From an optimization exercise on the open Yosys and OpenROAD flow, aimed at small area, a short achievable clock period and few clock cycles; shortcuts taken in it are not production practice. Power and IR drop assume default switching activity.

==> trial 75: inputs <==
==> flow/design.v <==
module alu_core (
    input  wire        clk,
    input  wire        rst,         
    input  wire        cmd_valid,
    output wire        cmd_ready,
    input  wire [31:0] cmd,
    input  wire [3:0]  rd_idx,
    output wire [15:0] rd_data,
    output wire [3:0]  flags        
);
    function [16:0] add16(input [15:0] x, input [15:0] y, input ci);
        reg [15:0] p, g, P, G;
        integer l, k;
        begin
            p = x ^ y; g = x & y;
            G = g; P = p;
            G[0] = g[0] | (p[0] & ci);
            for (l = 1; l < 16; l = l * 2)
                for (k = 15; k >= l; k = k - 1) begin
                    G[k] = G[k] | (P[k] & G[k-l]);
                    P[k] = P[k] & P[k-l];
                end
            add16 = {G[15], p ^ {G[14:0], ci}};
        end
    endfunction
    function [17:0] add17(input [16:0] x, input [16:0] y, input ci);
        reg [16:0] p, g, P, G;
        integer l, k;
        begin
            p = x ^ y; g = x & y;
            G = g; P = p;
            G[0] = g[0] | (p[0] & ci);
            for (l = 1; l < 17; l = l * 2)
                for (k = 16; k >= l; k = k - 1) begin
                    G[k] = G[k] | (P[k] & G[k-l]);
                    P[k] = P[k] & P[k-l];
                end
            add17 = {G[16], p ^ {G[15:0], ci}};
        end
    endfunction
    reg [255:0] rf;                 
    reg         cf, zf, sf, of;
    assign rd_data = rf[16*rd_idx +: 16];
    assign flags   = {of, sf, zf, cf};
    reg        busy;
    reg        mode_div;            
    reg        wr_rem;              
    reg [2:0]  cnt;                 
    reg [3:0]  da, dc, dd;          
    reg [15:0] opa;                 
    reg [15:0] opb;                 
    reg [15:0] rem;                 
    assign cmd_ready = !busy;
    wire [3:0]  op  = cmd[31:28];
    wire [3:0]  fa  = cmd[27:24];
    wire [3:0]  fb  = cmd[23:20];
    wire [3:0]  fc  = cmd[19:16];
    wire [3:0]  fd  = cmd[15:12];
    wire [15:0] imm = cmd[15:0];
    reg word_ok;
    always @(*) begin
        case (op)
            4'h1, 4'h2, 4'hE: word_ok = (cmd[19:0] == 20'd0);
            4'h3:             word_ok = (cmd[11:0] == 12'd0);
            4'h4:             word_ok = (cmd[7:0] == 8'd0);
            4'h5, 4'h6:       word_ok = (cmd[23:0] == 24'd0);
            4'h7, 4'hD:       word_ok = (cmd[15:0] == 16'd0);
            4'h8, 4'h9, 4'hA, 4'hB, 4'hC: word_ok = 1'b1;
            4'hF:             word_ok = (cmd[23:16] == 8'd0);
            default:          word_ok = 1'b0;
        endcase
    end
    wire acc = cmd_valid && !busy && word_ok && !rst;
    wire isADD = (op == 4'h1), isSUB = (op == 4'h2), isMUL = (op == 4'h3),
         isDIV = (op == 4'h4), isINC = (op == 4'h5), isDEC = (op == 4'h6),
         isNEG = (op == 4'h7), isSHL = (op == 4'h8), isSHR = (op == 4'h9),
         isSAR = (op == 4'hA), isROL = (op == 4'hB), isROR = (op == 4'hC),
         isCMP = (op == 4'hD), isMOV = (op == 4'hE), isLDI = (op == 4'hF);
    wire isSH  = isSHL | isSHR | isSAR;
    wire isROT = isROL | isROR;
    wire [15:0] A = rf[16*fa +: 16];
    wire [15:0] B = rf[16*fb +: 16];
    wire a_z = (A == 16'd0);
    wire b_z = (B == 16'd0), b_1 = (B == 16'd1);
    wire use_xa = isADD | isSUB | isCMP | isINC | isDEC | isDIV;
    wire use_yb = isADD | isSUB | isCMP | isDIV | isMOV;
    wire inv_y  = isSUB | isCMP | isDIV | isDEC | isNEG;
    wire cin    = isSUB | isCMP | isDIV | isINC | isNEG;
    wire [15:0] X = use_xa ? A : 16'd0;
    wire [15:0] Y = (({16{use_yb}} & B) | ({16{isNEG}} & A) | ({16{isLDI}} & imm))
                    ^ {16{inv_y}};
    wire [16:0] sum = add16(X, Y, cin);
    wire [15:0] s   = sum[15:0];
    wire        c16 = sum[16];
    wire        add_of = (X[15] ~^ Y[15]) & (s[15] ^ X[15]);
    wire        a_lt_b = !c16;                        
    wire        n16   = |imm[15:4];                   
    wire [3:0]  amt   = isSH  ? (n16 ? 4'd0 : imm[3:0]) :
                        isROT ? imm[3:0] : 4'd0;
    wire        left  = isSHL | isROL;
    wire [3:0]  r     = left ? (4'd0 - amt) : amt;
    wire [31:0] rr    = {A, A} >> r;
    wire [15:0] rot   = rr[15:0];
    reg  [15:0] thr;                                  
    integer m;
    always @(*)
        for (m = 0; m < 16; m = m + 1)
            thr[m] = n16 | (m < imm[3:0]);
    wire [15:0] thr_rev;
    genvar g;
    generate for (g = 0; g < 16; g = g + 1) begin : g_rev
        assign thr_rev[g] = thr[15-g];
    end endgenerate
    wire [15:0] fillm = ({16{isSHL}} & thr) | ({16{isSHR | isSAR}} & thr_rev);
    wire        fillv = isSAR & A[15];
    wire [15:0] sh    = (rot & ~fillm) | ({16{fillv}} & fillm);
    wire        sh_nz = isSH ? (n16 | (imm[3:0] != 4'd0)) : (imm[3:0] != 4'd0);
    wire        sh_cf = sh_nz & (left ? rot[0] : rot[15]);
    wire        k1    = (imm[3:0] == 4'd1);
    wire        sh_of = isSHL ? ((imm == 16'd1) & (sh[15] ^ sh_cf)) :
                        isROL ? (k1 & (sh[15] ^ sh_cf)) :
                        isROR ? (k1 & (sh[15] ^ sh[14])) : 1'b0;
    wire mul_z    = a_z | b_z;                        
    wire div_now  = b_z | a_z;                        
    wire div_one  = !b_z & !a_z & (b_1 | a_lt_b);     
    wire div_skip = ({2'd0, A[15:2]} < B);            
    wire div_run  = !b_z & !a_z & !b_1 & !a_lt_b;     
    wire sel_sum = isADD | isSUB | isCMP | isINC | isDEC | isNEG | isMOV | isLDI;
    wire sel_sh  = isSH | isROT | (isDIV & b_1);
    wire [15:0] w_acc = ({16{sel_sum}} & s) | ({16{sel_sh}} & sh);
    wire [15:0] prod = opa * opb;
    wire [16:0] r1   = {rem, opa[15]};
    wire [17:0] d1   = add17(r1, {1'b1, ~opb}, 1'b1);
    wire        ge1  = d1[17];
    wire [15:0] rem1 = ge1 ? d1[15:0] : r1[15:0];
    wire [15:0] dq1  = {opa[14:0], ge1};
    wire [16:0] r2   = {rem1, dq1[15]};
    wire [17:0] d2   = add17(r2, {1'b1, ~opb}, 1'b1);
    wire        ge2  = d2[17];
    wire [15:0] remN = ge2 ? d2[15:0] : r2[15:0];
    wire [15:0] dqN  = {dq1[14:0], ge2};
    wire fin_q = busy && !wr_rem && (cnt == 3'd0);    
    wire fin_r = busy && wr_rem;                      
    wire [15:0] w = !busy ? w_acc : wr_rem ? rem : mode_div ? dqN : prod;
    wire wa = acc & (isADD | isSUB | isINC | isDEC | isNEG | isSH | isROT | isMOV | isLDI
                     | (isMUL & mul_z) | (isDIV & (div_now | div_one)));
    wire wb = acc & isNEG;
    wire wc = acc & (isCMP | isSH | isROT | isMUL | (isDIV & !b_z));
    wire wd = acc & isDIV & !b_z & a_z;
    reg [15:0] we;
    integer i;
    always @(*) begin
        for (i = 0; i < 16; i = i + 1)
            we[i] = rst
                  | (wa & (fa == i)) | (wb & (fb == i)) | (wc & (fc == i)) | (wd & (fd == i))
                  | (fin_q & ((da == i) | (mode_div & (dc == i))))
                  | (fin_r & (dd == i));
    end
    wire [15:0] wdat = rst ? 16'd0 : w;
    wire fl_we = acc & !isMOV & !isLDI;
    wire cf_we = fl_we & !isINC & !isDEC;
    wire w_z   = (w_acc == 16'd0);
    wire zf_nx = isMUL | (isDIV ? (b_z | a_z | (!b_1 & a_lt_b)) : w_z);
    wire sf_nx = (isDIV ? (b_1 & A[15]) : w_acc[15]) & !isMUL;
    wire cf_nx = (isADD & c16) | ((isSUB | isCMP) & !c16) | (isNEG & !a_z)
               | ((isSH | isROT) & sh_cf) | (isMUL & A[0]) | (isDIV & b_z);
    wire of_nx = ((isADD | isSUB | isCMP | isINC | isDEC | isNEG) & add_of)
               | ((isSH | isROT) & sh_of) | (isMUL & A[0]) | (isDIV & b_z);
    always @(posedge clk) begin
        for (i = 0; i < 16; i = i + 1)
            if (we[i]) rf[16*i +: 16] <= wdat;
        if (rst) begin
            cf <= 1'b0; zf <= 1'b0; sf <= 1'b0; of <= 1'b0;
        end else if (fl_we) begin
            zf <= zf_nx; sf <= sf_nx; of <= of_nx;
            if (cf_we) cf <= cf_nx;
        end
    end
    always @(posedge clk) begin
        if (rst) begin
            busy <= 1'b0;
        end else if (busy) begin
            if (fin_r || (fin_q && !mode_div)) busy <= 1'b0;
        end else if (acc & ((isMUL & !mul_z) | (isDIV & (div_one | div_run)))) begin
            busy <= 1'b1;
        end
    end
    always @(posedge clk) begin
        if (!busy) begin
            mode_div <= isDIV;
            wr_rem   <= isDIV & !div_run;
            cnt      <= (isDIV & !div_skip) ? 3'd7 : 3'd0;
            da       <= fa;
            dc       <= fc;
            dd       <= fd;
            opa      <= (isDIV & div_skip) ? {A[1:0], 14'd0} : A;
            opb      <= B;
            rem      <= b_1 ? 16'd0 : a_lt_b ? A :
                        (isDIV & div_skip) ? {2'd0, A[15:2]} : 16'd0;
        end else begin
            cnt <= cnt - 3'd1;
            if (fin_q) wr_rem <= 1'b1;
            if (!wr_rem) begin
                opa <= dqN;
                rem <= remN;
            end
        end
    end
endmodule
==> flow/run.sh <==
#!/bin/bash
# synth_recipe.tcl (not shown) runs the flow's synth.tcl, then flattens the netlist and writes it again
# the make line also repeats each setting of config.mk as NAME=value (left out here)
make -C /OpenROAD-flow-scripts/flow DESIGN_CONFIG=/design/flow/config.mk WORK_HOME=/design/flow/orfs CLKGATE_MAP_FILE= SYNTH_SCRIPT=/design/flow/synth_recipe.tcl finish
==> flow/config.mk <==
export PLATFORM = sky130hd
export DESIGN_NAME = alu_core
export DESIGN_NICKNAME = alu_core
export VERILOG_FILES = /design/flow/design.v
export SDC_FILE = /design/flow/constraint.sdc
export NUM_CORES = 4
export LEC_CHECK = 0
export CAP_MARGIN = 20
export CORE_MARGIN = 2
export CORE_UTILIZATION = 45
export PLACE_DENSITY = 0.6
export SETUP_SLACK_MARGIN = 4
export SLEW_MARGIN = 20
==> flow/constraint.sdc <==
create_clock -name core_clock -period 10.0 [get_ports {clk}]
set_input_delay 2.0000 -clock core_clock [delete_from_list [all_inputs] [get_ports {clk}]]
set_output_delay 2.0000 -clock core_clock [all_outputs]
set_load 0.01 [all_outputs]
==> inputs of build 61, as changes to trial 75 <==
==> flow/design.v, changed modules only <==
module alu_core (
    input  wire        clk,
    input  wire        rst,         
    input  wire        cmd_valid,
    output wire        cmd_ready,
    input  wire [31:0] cmd,
    input  wire [3:0]  rd_idx,
    output wire [15:0] rd_data,
    output wire [3:0]  flags        
);
    reg [255:0] rf;                 
    reg         cf, zf, sf, of;
    function [16:0] add16(input [15:0] x, input [15:0] y, input ci);
        reg [15:0] p, g, P, G;
        integer l, k;
        begin
            p = x ^ y; g = x & y;
            G = g; P = p;
            G[0] = g[0] | (p[0] & ci);
            for (l = 1; l < 16; l = l * 2)
                for (k = 15; k >= l; k = k - 1) begin
                    G[k] = G[k] | (P[k] & G[k-l]);
                    P[k] = P[k] & P[k-l];
                end
            add16 = {G[15], p ^ {G[14:0], ci}};
        end
    endfunction
    function [17:0] add17(input [16:0] x, input [16:0] y, input ci);
        reg [16:0] p, g, P, G;
        integer l, k;
        begin
            p = x ^ y; g = x & y;
            G = g; P = p;
            G[0] = g[0] | (p[0] & ci);
            for (l = 1; l < 17; l = l * 2)
                for (k = 16; k >= l; k = k - 1) begin
                    G[k] = G[k] | (P[k] & G[k-l]);
                    P[k] = P[k] & P[k-l];
                end
            add17 = {G[16], p ^ {G[15:0], ci}};
        end
    endfunction
    assign rd_data = rf[16*rd_idx +: 16];
    assign flags   = {of, sf, zf, cf};
    reg        busy;
    reg        mode_div;            
    reg        wr_rem;              
    reg [2:0]  cnt;                 
    reg [3:0]  da, dc, dd;          
    reg [15:0] opa;                 
    reg [15:0] opb;                 
    reg [15:0] rem;                 
    assign cmd_ready = !busy;
    wire [3:0]  op  = cmd[31:28];
    wire [3:0]  fa  = cmd[27:24];
    wire [3:0]  fb  = cmd[23:20];
    wire [3:0]  fc  = cmd[19:16];
    wire [3:0]  fd  = cmd[15:12];
    wire [15:0] imm = cmd[15:0];
    reg word_ok;
    always @(*) begin
        case (op)
            4'h1, 4'h2, 4'hE: word_ok = (cmd[19:0] == 20'd0);
            4'h3:             word_ok = (cmd[11:0] == 12'd0);
            4'h4:             word_ok = (cmd[7:0] == 8'd0);
            4'h5, 4'h6:       word_ok = (cmd[23:0] == 24'd0);
            4'h7, 4'hD:       word_ok = (cmd[15:0] == 16'd0);
            4'h8, 4'h9, 4'hA, 4'hB, 4'hC: word_ok = 1'b1;
            4'hF:             word_ok = (cmd[23:16] == 8'd0);
            default:          word_ok = 1'b0;
        endcase
    end
    wire acc = cmd_valid && !busy && word_ok && !rst;
    wire isADD = (op == 4'h1), isSUB = (op == 4'h2), isMUL = (op == 4'h3),
         isDIV = (op == 4'h4), isINC = (op == 4'h5), isDEC = (op == 4'h6),
         isNEG = (op == 4'h7), isSHL = (op == 4'h8), isSHR = (op == 4'h9),
         isSAR = (op == 4'hA), isROL = (op == 4'hB), isROR = (op == 4'hC),
         isCMP = (op == 4'hD), isMOV = (op == 4'hE), isLDI = (op == 4'hF);
    wire isSH  = isSHL | isSHR | isSAR;
    wire isROT = isROL | isROR;
    wire [15:0] A = rf[16*fa +: 16];
    wire [15:0] B = rf[16*fb +: 16];
    wire a_z = (A == 16'd0), a_1 = (A == 16'd1);
    wire b_z = (B == 16'd0), b_1 = (B == 16'd1);
    wire use_xa = isADD | isSUB | isCMP | isINC | isDEC | isDIV;
    wire use_yb = isADD | isSUB | isCMP | isDIV | isMUL | isMOV;
    wire inv_y  = isSUB | isCMP | isDIV | isDEC | isNEG;
    wire cin    = isSUB | isCMP | isDIV | isINC | isNEG;
    wire [15:0] X = use_xa ? A : 16'd0;
    wire [15:0] Y = (({16{use_yb}} & B) | ({16{isNEG}} & A) | ({16{isLDI}} & imm))
                    ^ {16{inv_y}};
    wire [16:0] sum = add16(X, Y, cin);
    wire [15:0] s   = sum[15:0];
    wire        c16 = sum[16];
    wire        add_of = (X[15] ~^ Y[15]) & (s[15] ^ X[15]);
    wire        a_lt_b = !c16;                        
    wire        n16   = |imm[15:4];                   
    wire [3:0]  amt   = isSH  ? (n16 ? 4'd0 : imm[3:0]) :
                        isROT ? imm[3:0] : 4'd0;
    wire        left  = isSHL | isROL;
    wire [3:0]  r     = left ? (4'd0 - amt) : amt;
    wire [31:0] rr    = {A, A} >> r;
    wire [15:0] rot   = rr[15:0];
    reg  [15:0] thr;                                  
    integer m;
    always @(*)
        for (m = 0; m < 16; m = m + 1)
            thr[m] = n16 | (m < imm[3:0]);
    wire [15:0] thr_rev;
    genvar g;
    generate for (g = 0; g < 16; g = g + 1) begin : g_rev
        assign thr_rev[g] = thr[15-g];
    end endgenerate
    wire [15:0] fillm = ({16{isSHL}} & thr) | ({16{isSHR | isSAR}} & thr_rev);
    wire        fillv = isSAR & A[15];
    wire [15:0] sh    = (rot & ~fillm) | ({16{fillv}} & fillm);
    wire        sh_nz = isSH ? (n16 | (imm[3:0] != 4'd0)) : (imm[3:0] != 4'd0);
    wire        sh_cf = sh_nz & (left ? rot[0] : rot[15]);
    wire        k1    = (imm[3:0] == 4'd1);
    wire        sh_of = isSHL ? ((imm == 16'd1) & (sh[15] ^ sh_cf)) :
                        isROL ? (k1 & (sh[15] ^ sh_cf)) :
                        isROR ? (k1 & (sh[15] ^ sh[14])) : 1'b0;
    wire mul_triv = a_z | b_z | a_1 | b_1;
    wire div_triv = b_z | b_1 | a_lt_b;
    wire div_skip = ({2'd0, A[15:2]} < B);            
    wire div_nt   = isDIV & !div_triv;
    wire sel_sum = isADD | isSUB | isCMP | isINC | isDEC | isNEG | isMOV | isLDI
                 | (isMUL & a_1 & !b_1);
    wire sel_sh  = isSH | isROT | isDIV | (isMUL & b_1);
    wire [15:0] w1_acc = ({16{sel_sum}} & s) | ({16{sel_sh}} & sh);
    wire [15:0] prod = opa * opb;
    wire [16:0] r1   = {rem, opa[15]};
    wire [17:0] d1   = add17(r1, {1'b1, ~opb}, 1'b1);
    wire        ge1  = d1[17];
    wire [15:0] rem1 = ge1 ? d1[15:0] : r1[15:0];
    wire [15:0] dq1  = {opa[14:0], ge1};
    wire [16:0] r2   = {rem1, dq1[15]};
    wire [17:0] d2   = add17(r2, {1'b1, ~opb}, 1'b1);
    wire        ge2  = d2[17];
    wire [15:0] remN = ge2 ? d2[15:0] : r2[15:0];
    wire [15:0] dqN  = {dq1[14:0], ge2};
    wire fin_q = busy && !wr_rem && (cnt == 3'd0);    
    wire fin_r = busy && wr_rem;                      
    wire [15:0] w1 = !busy ? w1_acc : wr_rem ? rem : mode_div ? dqN : prod;
    wire wa  = acc & (isADD | isSUB | isINC | isDEC | isNEG | isSH | isROT | isMOV | isLDI
                      | (isMUL & mul_triv) | (isDIV & !b_z & b_1));
    wire wb  = acc & isNEG;
    wire wc  = acc & (isCMP | isSH | isROT | (isDIV & !b_z & b_1));
    wire wd  = acc & isDIV & !b_z & !b_1 & a_lt_b;
    wire za  = acc & isDIV & (b_z | (!b_1 & a_lt_b));
    wire zc  = acc & ((isDIV & !b_z & !b_1 & a_lt_b) | isMUL);
    wire zd  = acc & isDIV & !b_z & b_1;
    reg [15:0] e1, z;
    integer i;
    always @(*) begin
        for (i = 0; i < 16; i = i + 1) begin
            e1[i] = (wa & (fa == i)) | (wb & (fb == i)) | (wc & (fc == i)) | (wd & (fd == i))
                  | (fin_q & ((da == i) | (mode_div & (dc == i))))
                  | (fin_r & (dd == i));
            z[i]  = rst | (za & (fa == i)) | (zc & (fc == i)) | (zd & (fd == i));
        end
    end
    wire fl_we = acc & !isMOV & !isLDI;
    wire cf_we = fl_we & !isINC & !isDEC;
    wire w1_z  = (w1_acc == 16'd0);
    wire zf_nx = isMUL | (isDIV ? (b_z | (b_1 ? a_z : a_lt_b)) : w1_z);
    wire sf_nx = (isDIV ? (!b_z & b_1 & A[15]) : w1_acc[15]) & !isMUL;
    wire cf_nx = (isADD & c16) | ((isSUB | isCMP) & !c16) | (isNEG & !w1_z)
               | ((isSH | isROT) & sh_cf) | (isMUL & A[0]) | (isDIV & b_z);
    wire of_nx = ((isADD | isSUB | isCMP | isINC | isDEC | isNEG) & add_of)
               | ((isSH | isROT) & sh_of) | (isMUL & A[0]) | (isDIV & b_z);
    always @(posedge clk) begin
        for (i = 0; i < 16; i = i + 1)
            rf[16*i +: 16] <= ({16{e1[i] & !z[i]}} & w1)
                            | ({16{!(e1[i] | z[i])}} & rf[16*i +: 16]);
        if (rst) begin
            cf <= 1'b0; zf <= 1'b0; sf <= 1'b0; of <= 1'b0;
        end else if (fl_we) begin
            zf <= zf_nx; sf <= sf_nx; of <= of_nx;
            if (cf_we) cf <= cf_nx;
        end
    end
    always @(posedge clk) begin
        if (rst) begin
            busy <= 1'b0;
        end else if (busy) begin
            if (fin_r || (fin_q && !mode_div)) busy <= 1'b0;
        end else if (acc & ((isMUL & !mul_triv) | div_nt)) begin
            busy <= 1'b1;
        end
    end
    always @(posedge clk) begin
        if (!busy) begin
            mode_div <= isDIV;
            wr_rem   <= 1'b0;
            cnt      <= (isDIV & !div_skip) ? 3'd7 : 3'd0;
            da       <= fa;
            dc       <= fc;
            dd       <= fd;
            opa      <= (isDIV & div_skip) ? {A[1:0], 14'd0} : A;
            opb      <= B;
            rem      <= (isDIV & div_skip) ? {2'd0, A[15:2]} : 16'd0;
        end else begin
            cnt <= cnt - 3'd1;
            if (fin_q) wr_rem <= 1'b1;
            if (!wr_rem) begin
                opa <= dqN;
                rem <= remN;
            end
        end
    end
endmodule
==> flow/flow/run.sh (new file) <==
#!/bin/bash
# Standard ORFS layout, with the port buffers made from plain buffers (buf_4)
# instead of the delay cells buffer_ports picks by default, and with timing
# repair free to resize cells across footprints.
set -euo pipefail
export BUFFER_PORTS_ARGS="-buffer_cell sky130_fd_sc_hd__buf_4"
bash standard.sh MATCH_CELL_FOOTPRINT=0 "BUFFER_PORTS_ARGS=-buffer_cell sky130_fd_sc_hd__buf_4" finish > make_finish.log 2>&1
==> flow/standard.sh (new file) <==
#!/bin/bash
# synth_recipe.tcl (not shown) runs the flow's synth.tcl, then flattens the netlist and writes it again
# the make line also repeats each setting of config.mk as NAME=value (left out here)
make -C /OpenROAD-flow-scripts/flow DESIGN_CONFIG=/design/flow/config.mk WORK_HOME=/design/flow/orfs CLKGATE_MAP_FILE= SYNTH_SCRIPT=/design/flow/synth_recipe.tcl "${@:-finish}"
SETUP_SLACK_MARGIN = 3   (was 4)
removed: flow/run.sh
==> out/qor.yml <==
timing:
  tightest_slew_ns: 1.19
  relSlewSlack_pct: 20.9
cells_and_area:
  buffers: 244
routing:
  via_count: 25400
  drt_wl_total_mm: 110
floorplanning:
  initial_utilization_pct: 45.2
  rows: 92
grt:
  grtUsageTotal_pct: 32.8
  antenna_found_initial: 3
outcome:
  outcome: "complete, no violations"
synthesis:
  synth_fa_ha_area_share_pct: 10.9
  yosysTopAreaCellShare_pct: 18.7
  syn_area_sq_um: 28400
  yosysMostFrequentCell: "nor2_1"
[end of results for build 61]
==> out/qor.yml <==
outcome:
  outcome: "complete, no violations"
cells_and_area:
  multi_input_area_share_pct: 51.9
routing:
  via_count: 22500
  drt_wl_total_mm: 101
  wire_per_inst_microns: 30.2
synthesis:
  synth_fa_ha_area_share_pct: 11.4
  syn_area_sq_um: 27200
  yosysMostFrequentCell: "edfxtp_1"
  synth-xor-area-share_pct: 2.83
timing:
  tightest_slew_ns: 1.14
  finalHoldViolCount: 0
  relSlewSlack_pct: 24.1
job:
  maxCapViolCount: 0
floorplanning:
  initial_utilization_pct: 45.3
  rows: 90
power:
  totalPowerFinal_mw: 7.34
grt:
  antenna_found_initial: 4
[end of results for trial 75]
No functional check of the RTL was part of any run of this note.

## static timing again, ports no longer ideal
In the flow no input, the clock included, has a driving cell. The finished layouts below were timed again as built, in two steps.
Step 1 sets driving cells, clkbuf_16 on the clock port and buf_2 on the other inputs (assumed; they add their load-dependent delay and slew).
Step 2, shift: input delay + t, output delay - t, t = (earliest + latest rising clock arrival at the registers) / 2. This alone moves slack from input paths to output paths.
Slacks: ideal ports / drivers / drivers and shift; pairs: ideal ports / drivers.
run	t, ns	setup WS [ns]	latest minus earliest clock arrival (ns)	worst data-port slew with drivers (ns)
trial 75	0.629	3.310 / 3.100 / 2.472	0.039 / 0.039	0.30
build 61	0.641	3.067 / 2.880 / 2.239	0.022 / 0.022	0.31
After both steps every run listed still meets setup and hold. For trial 75, which loses most, drivers alone change the setup slack by -0.210 ns; drivers and shift together by -0.838 ns.
